What follows belongs to an exercise in optimizing a design on an open flow for small area; a production flow would make more cautious choices.
In this exercise RTL edits were held to simulation tests only and were not proved equivalent to the original.

==> inputs of build 46 <==
==> flow/design.v (excerpt) <==
module ftsm_core (
    input  wire        clk,
    input  wire        rst,         
    input  wire        op_valid,
    output wire        op_ready,
    input  wire [23:0] op_word,
    output wire        eff_valid,
    input  wire        eff_ready,
    output wire [3:0]  eff_kind,
    output wire [15:0] eff_arg,
    output wire        done,
    output wire [15:0] ret_data
);
==> flow/config.mk <==
export PLATFORM = sky130hd
export DESIGN_NAME = ftsm_core
export DESIGN_NICKNAME = ftsm_core
export VERILOG_FILES = /design/flow/design.v
export SDC_FILE = /design/flow/constraint.sdc
export NUM_CORES = 4
export LEC_CHECK = 0
export ABC_AREA = 1
export CAP_MARGIN = 20
export CORE_MARGIN = 2
export CORE_UTILIZATION = 40
export PLACE_DENSITY = 0.6
export SLEW_MARGIN = 20
==> flow/constraint.sdc <==
create_clock -name core_clock -period 45.0 [get_ports {clk}]
set_input_delay 9.0000 -clock core_clock [delete_from_list [all_inputs] [get_ports {clk}]]
set_output_delay 9.0000 -clock core_clock [all_outputs]
set_load 0.01 [all_outputs]
standard.sh (not shown) runs the stock make flow with config.mk's settings and CLKGATE_MAP_FILE= SYNTH_SCRIPT=/design/flow/synth_recipe.tcl, a recipe that flattens the netlist after the stock synthesis.
==> flow/flow/run.sh <==
#!/bin/bash
# Standard ORFS layout (the standard.sh), with:
#  1. the standard synthesis, unchanged, then its combinational logic
#     re-mapped by ABC with a stronger area script (reopt.ys); every
#     flip-flop instance, its cell type and its nets are kept as they are;
#  2. port buffers of the smallest buffer cell (buf_1), one per port as before;
#  3. CTS with clkbuf_16 only, sink clusters of up to 28 and no dummy loads.
# Each tool's output goes to a log of its own in this folder.
set -euo pipefail
here=$(pwd)
res=$here/orfs/results/$FLOW_PLATFORM/ftsm_core/base
export BUFFER_PORTS_ARGS="-buffer_cell sky130_fd_sc_hd__buf_1"
export CTS_ARGS="-sink_clustering_enable -repair_clock_nets -dont_use_dummy_load -buf_list {sky130_fd_sc_hd__clkbuf_16} -sink_clustering_size 28 -sink_clustering_max_diameter 100"

# 1. standard synthesis up to the Yosys netlist
bash standard.sh "$res/1_2_yosys.v" > make_synth.log 2>&1
cp "$res/1_2_yosys.v" "$here/std_1_2_yosys.v"

# re-map the combinational logic
lib=$FLOW_HOME/platforms/$FLOW_PLATFORM/lib/sky130_fd_sc_hd__tt_025C_1v80.lib
dontuse=""
for c in $(cat flow/dont_use.txt); do dontuse="$dontuse -dont_use $c"; done
sed -e "s#@LIB@#$lib#g" -e "s#@DONTUSE@#$dontuse#g" -e "s#@IN@#$here/std_1_2_yosys.v#g" \
    -e "s#@OUT@#$here/reopt_1_2_yosys.v#g" -e "s#@SCRIPT@#$here/flow/area.abc#g" \
    flow/reopt.ys > reopt.ys
${YOSYS_EXE:-yosys} -s reopt.ys > reopt.log 2>&1
cp "$here/reopt_1_2_yosys.v" "$res/1_2_yosys.v"
touch "$res/1_2_yosys.v"

# 2./3. the rest of the standard layout
bash standard.sh > make_layout.log 2>&1
==> flow/flow/area.abc <==
strash
&get -n
&deepsyn -T 90
&put
dch -f
amap
strash
dch -f
amap
topo
dnsize -c
==> flow/flow/reopt.ys <==
read_liberty -ignore_miss_func @LIB@
blackbox sky130_fd_sc_hd__*df* sky130_fd_sc_hd__*dl* sky130_fd_sc_hd__conb_1
read_verilog @IN@
hierarchy -check -top ftsm_core
flatten
rename -hide w:*.*
opt -purge
tee -o reopt_before.stat stat -liberty @LIB@
abc -script @SCRIPT@ -liberty @LIB@ @DONTUSE@
opt_clean -purge
hilomap -singleton -hicell sky130_fd_sc_hd__conb_1 HI -locell sky130_fd_sc_hd__conb_1 LO
insbuf -buf sky130_fd_sc_hd__buf_4 A X
opt_clean -purge
tee -o reopt_after.stat stat -liberty @LIB@
check
write_verilog -noattr -nohex -nodec @OUT@
Other scripts of this flow, unchanged in this note and not shown: flow/flow/dont_use.txt
==> trial 90: changes against build 46 <==
--- a/flow/flow/run.sh
+++ b/flow/flow/run.sh
@@ -1,19 +1,19 @@
 #!/bin/bash
 # Standard ORFS layout (the standard.sh), with:
 #  1. the standard synthesis, unchanged, then its combinational logic
 #     re-mapped by ABC with a stronger area script (reopt.ys); every
 #     flip-flop instance, its cell type and its nets are kept as they are;
 #  2. port buffers of the smallest buffer cell (buf_1), one per port as before;
-#  3. CTS with clkbuf_16 only, sink clusters of up to 28 and no dummy loads.
+#  3. CTS with clkbuf_16 only, sink clusters of up to 30, a clkbuf_8 root and no dummy loads.
 # Each tool's output goes to a log of its own in this folder.
 set -euo pipefail
 here=$(pwd)
 res=$here/orfs/results/$FLOW_PLATFORM/ftsm_core/base
 export BUFFER_PORTS_ARGS="-buffer_cell sky130_fd_sc_hd__buf_1"
-export CTS_ARGS="-sink_clustering_enable -repair_clock_nets -dont_use_dummy_load -buf_list {sky130_fd_sc_hd__clkbuf_16} -sink_clustering_size 28 -sink_clustering_max_diameter 100"
+export CTS_ARGS="-sink_clustering_enable -repair_clock_nets -dont_use_dummy_load -root_buf sky130_fd_sc_hd__clkbuf_8 -buf_list {sky130_fd_sc_hd__clkbuf_16} -sink_clustering_size 30 -sink_clustering_max_diameter 90"
 
 # 1. standard synthesis up to the Yosys netlist
 bash standard.sh "$res/1_2_yosys.v" > make_synth.log 2>&1
 cp "$res/1_2_yosys.v" "$here/std_1_2_yosys.v"
 
 # re-map the combinational logic
==> flow/flow/area.abc (replaced) <==
strash
&get -n
&deepsyn -T 90
&put
dch -f
amap
strash
&get -n
&deepsyn -T 90
&put
dch -f
amap
topo
dnsize -c
==> trial 36: changes against build 46 <==
--- a/flow/design.v
+++ b/flow/design.v
@@ -35,15 +35,13 @@
                      PM_SPEC = 4'd11, PM_WD = 4'd12, PM_SA = 4'd13;
     reg [2:0]  phase, slot;
     reg [3:0]  opc;
     reg [6:0]  ret;                
     reg        pf;                 
     reg        run;                
-    reg        c1, c2, k1;         
-    reg        dly;                
-    reg        sb;                 
+    reg        c1, c2;             
     reg [2:0]  fe_state;
     reg [15:0] fe_frame;
     reg [7:0]  fe_resp;
     reg        fe_repeated, fe_activity, fe_wrd_armed;
     reg [3:0]  fe_status;
     reg [1:0]  bm_count;
@@ -54,13 +52,13 @@
     reg [3:0]  co_state;
     reg        co_full, co_abort;
     reg [6:0]  co_index;
     reg [1:0]  sw_found;           
     reg        sw_special, sw_first, mm_eq;
     reg [2:0]  sdiff;              
-    reg [23:0] cur, mx;            
+    reg [23:0] cur, mn, mx;        
     reg [31:0] dE1, dE0, dO1, dO0;  
     reg [4:0]  dpos, spos;
     wire       f        = ret[0];
     wire       bm_fault = (bm_count == 2'd3);
     function [2:0] classify;        
         input [15:0] frame;
@@ -557,42 +555,36 @@
     wire       step_dt = step && is_dt;
     wire       step_sw = step && is_sw;
     wire [1:0] ev = {dE1[0], dE0[0]};
     wire [1:0] ov = {dO1[0], dO0[0]};
     wire [1:0] wv = (fe_status == 4'd1) ? 2'd1 : 2'd2;
     reg [1:0]  ne, no;
-    reg        cur_in, mx_in, mnv, mxc;
-    reg        p_pf, p_c1, p_c2, p_k1, p_sb;
-    reg [2:0]  s3;
-    reg        d_e, u1, nm1;
+    reg        cur_in, mn_in, mx_in;
+    reg        p_pf, p_c1, p_c2;
     reg [6:0]  p_ret, p_ci;
     reg [2:0]  p_sdiff;
     reg        pf_e, c1_e, c2_e;
     reg        x0, x1, y1, cn, sum1, inc;
     reg        qe, qo;
     always @* begin
         ne = ev; no = ov;
-        cur_in = cur[0]; mx_in = mx[0];
+        cur_in = cur[0]; mn_in = mn[0]; mx_in = mx[0];
         pf_e = run ? pf : is_sw;
-        c1_e = run ? c1 : (pmode == PM_CMPA) ? sb : (pmode == PM_CMPN || pmode == PM_SPEC);
+        c1_e = run ? c1 : (pmode == PM_CMPN || pmode == PM_SPEC);
         c2_e = run ? c2 : (pmode == PM_CMPN);
-        p_pf = pf_e; p_c1 = c1; p_c2 = c2; p_k1 = k1; p_sb = sb;
+        p_pf = pf_e; p_c1 = c1; p_c2 = c2;
         p_ret = ret; p_ci = co_index;
         p_sdiff = sdiff;
         qe = 1'b0; qo = 1'b0;
-        x0 = (pmode == PM_CMPN) ? mx[0] : 1'b1;
-        x1 = (spos == 5'd23) ? 1'b0 : (pmode == PM_CMPN) ? mx[1] : 1'b1;
+        x0 = (pmode == PM_CMPA) ? mn[0] : (pmode == PM_CMPN) ? mx[0] : 1'b1;
+        x1 = (spos == 5'd23) ? 1'b0 :
+             (pmode == PM_CMPA) ? mn[1] : (pmode == PM_CMPN) ? mx[1] : 1'b1;
         y1 = (spos == 5'd23) ? 1'b0 : cur[1];
         cn = (x0 & cur[0]) | (x0 & c2_e) | (cur[0] & c2_e);
         sum1 = x1 ^ y1 ^ cn;
         inc = cur[0] ^ c1_e;
-        d_e = run ? dly : 1'b0;
-        s3 = {2'b00, cur[0]} + {2'b00, d_e} + {2'b00, ~mx[0]} +
-             (run ? {1'b0, k1, c2} : {1'b0, sb, ~sb});
-        nm1 = (spos == 5'd23) ? 1'b1 : ~mx[1];
-        u1 = y1 ^ cur[0] ^ nm1 ^ s3[1];
         if (step_dt) begin
             case (pmode)
             PM_CLR: begin ne = 2'd0; no = 2'd0; end
             PM_WR: begin
                 if (co_index[0]) no = wv;
                 else             ne = wv;
@@ -620,41 +612,31 @@
                 end
             end
             default: ;
             endcase
         end
         if (step_sw && pmode != PM_SA) begin
-            mnv = mx[0]; mxc = mx[0];
             case (pmode)
             PM_INIT: begin
-                cur_in = (spos != 5'd23); mx_in = 1'b1;
-                mnv = 1'b0; mxc = 1'b1;
-                p_sb = 1'b1;
+                cur_in = (spos != 5'd23); mn_in = 1'b0; mx_in = 1'b1;
             end
             PM_CMPA: begin
-                mx_in = cur[0]; cur_in = u1;
-                mnv = inc;                       
-                if (!run) p_sb = cur[0] ^ mx[0] ^ sb;
+                mx_in = cur[0]; cur_in = sum1;
             end
             PM_CMPN: begin
-                cur_in = sum1;
-                mnv = inc;
-                if (!run) p_sb = ~(cur[0] ^ mx[0]);
+                mn_in = inc; cur_in = sum1;
             end
             PM_SPEC:
                 cur_in = inc;
             default: begin      
-                mx_in = 1'b1; cur_in = sum1;
-                mnv = cur[0]; mxc = 1'b1;
-                if (!run) p_sb = ~cur[0];
+                mn_in = cur[0]; mx_in = 1'b1; cur_in = sum1;
             end
             endcase
             p_c1 = c1_e & cur[0];
-            p_c2 = (pmode == PM_CMPA) ? s3[1] : cn;
-            p_k1 = s3[2];
-            p_pf = pf_e & ~(mnv ^ mxc);
+            p_c2 = cn;
+            p_pf = pf_e & ~(mn_in ^ mx_in);
             if (!run)
                 p_sdiff = 3'b000;
             if (pmode == PM_INIT)
                 p_sdiff = 3'b111;
             else if (cur_in ^ cur[0])
                 p_sdiff[spos[4:3]] = 1'b1;
@@ -663,13 +645,13 @@
     always @(posedge clk) begin
         dE1 <= {ne[1], dE1[31:1]};
         dE0 <= {ne[0], dE0[31:1]};
         dO1 <= {no[1], dO1[31:1]};
         dO0 <= {no[0], dO0[31:1]};
         cur <= {cur_in, cur[23:1]};
-        dly <= cur[0];
+        mn  <= {mn_in, mn[23:1]};
         mx  <= {mx_in, mx[23:1]};
     end
     wire commit = (slot == 3'd6) || (slot == 3'd5 && pmode == PM_NONE);
     always @(posedge clk) begin
         if (rst) begin
             dpos <= 5'd0;
@@ -737,14 +719,12 @@
                 end else if (step) begin
                     run <= !last;
                     if (last) slot <= 3'd6;
                     pf <= p_pf;
                     c1 <= p_c1;
                     c2 <= p_c2;
-                    k1 <= p_k1;
-                    sb <= p_sb;
                     ret <= p_ret;
                     co_index <= p_ci;
                     sdiff <= p_sdiff;
                     if (pmode == PM_SA)
                         fe_frame[7:0] <= cur[7:0];
                 end
--- a/flow/flow/run.sh
+++ b/flow/flow/run.sh
@@ -1,19 +1,19 @@
 #!/bin/bash
 # Standard ORFS layout (the standard.sh), with:
 #  1. the standard synthesis, unchanged, then its combinational logic
 #     re-mapped by ABC with a stronger area script (reopt.ys); every
 #     flip-flop instance, its cell type and its nets are kept as they are;
 #  2. port buffers of the smallest buffer cell (buf_1), one per port as before;
-#  3. CTS with clkbuf_16 only, sink clusters of up to 28 and no dummy loads.
+#  3. CTS with clkbuf_4/clkbuf_8, larger sink clusters and no dummy loads.
 # Each tool's output goes to a log of its own in this folder.
 set -euo pipefail
 here=$(pwd)
 res=$here/orfs/results/$FLOW_PLATFORM/ftsm_core/base
 export BUFFER_PORTS_ARGS="-buffer_cell sky130_fd_sc_hd__buf_1"
-export CTS_ARGS="-sink_clustering_enable -repair_clock_nets -dont_use_dummy_load -buf_list {sky130_fd_sc_hd__clkbuf_16} -sink_clustering_size 28 -sink_clustering_max_diameter 100"
+export CTS_ARGS="-sink_clustering_enable -repair_clock_nets -dont_use_dummy_load -buf_list {sky130_fd_sc_hd__clkbuf_4 sky130_fd_sc_hd__clkbuf_8} -sink_clustering_size 24"
 
 # 1. standard synthesis up to the Yosys netlist
 bash standard.sh "$res/1_2_yosys.v" > make_synth.log 2>&1
 cp "$res/1_2_yosys.v" "$here/std_1_2_yosys.v"
 
 # re-map the combinational logic
==> flow/flow/area.abc (replaced) <==
strash
&get -n
&deepsyn -T 90
&put
dch -f
map -a
topo
dnsize -c
--- a/flow/flow/reopt.ys
+++ b/flow/flow/reopt.ys
@@ -1,12 +1,11 @@
 read_liberty -ignore_miss_func @LIB@
 blackbox sky130_fd_sc_hd__*df* sky130_fd_sc_hd__*dl* sky130_fd_sc_hd__conb_1
 read_verilog @IN@
 hierarchy -check -top ftsm_core
 flatten
-rename -hide w:*.*
 opt -purge
 tee -o reopt_before.stat stat -liberty @LIB@
 abc -script @SCRIPT@ -liberty @LIB@ @DONTUSE@
 opt_clean -purge
 hilomap -singleton -hicell sky130_fd_sc_hd__conb_1 HI -locell sky130_fd_sc_hd__conb_1 LO
 insbuf -buf sky130_fd_sc_hd__buf_4 A X
==> summary.txt <==
status=complete, no violations; Sw Share=0.3205; clk_buf instances=14; via/cell ratio=5.746; Buffers excl. clock=72; Final Worst Setup Slack=31620 ps; RR Endpoint=res_status[2]; DP Wirelength=~25000 µm
(the above is from trial 90)
==> summary.txt <==
DP Wirelength=26320 µm; clk_buf instances=48; Sw Share=0.3321; status=complete, no violations
(the above is from trial 36)
==> summary.txt <==
status=complete, no violations; Sink Count=283; Final Worst Setup Slack=31540 ps; Buffers excl. clock=74; Sw Share=0.3322; DP Wirelength=25500 µm; RR Endpoint=co_index[3]; RSZ-0062 raised after global routing=false
(the above is from build 46)

[static timing again, ports no longer ideal]
The flow's constraints put no driver on any port. The routed layouts listed below were extracted and timed again, unchanged, in two steps.
Step 1 assumes that a clkbuf_16 drives the clock port and a buf_2 every other input.
Step 2 adds t to the input delays and takes it off the output delays; t is the mean of the earliest and latest rising clock arrival at the registers after step 1. Input paths then give back, and output paths get back, about the clock's delay inside the block.
Slacks: no drivers / after step 1 / after step 2; pairs: no drivers / after step 1.
run	t, ns	setup WS [ns]	worst setup path at the end
build 46	0.530	31.535 / 31.486 / 32.016	register to output
trial 90	0.578	31.625 / 31.581 / 32.159	register to output
trial 36	0.591	30.369 / 30.327 / 30.918	register to output
After both steps every run listed still meets setup and hold.
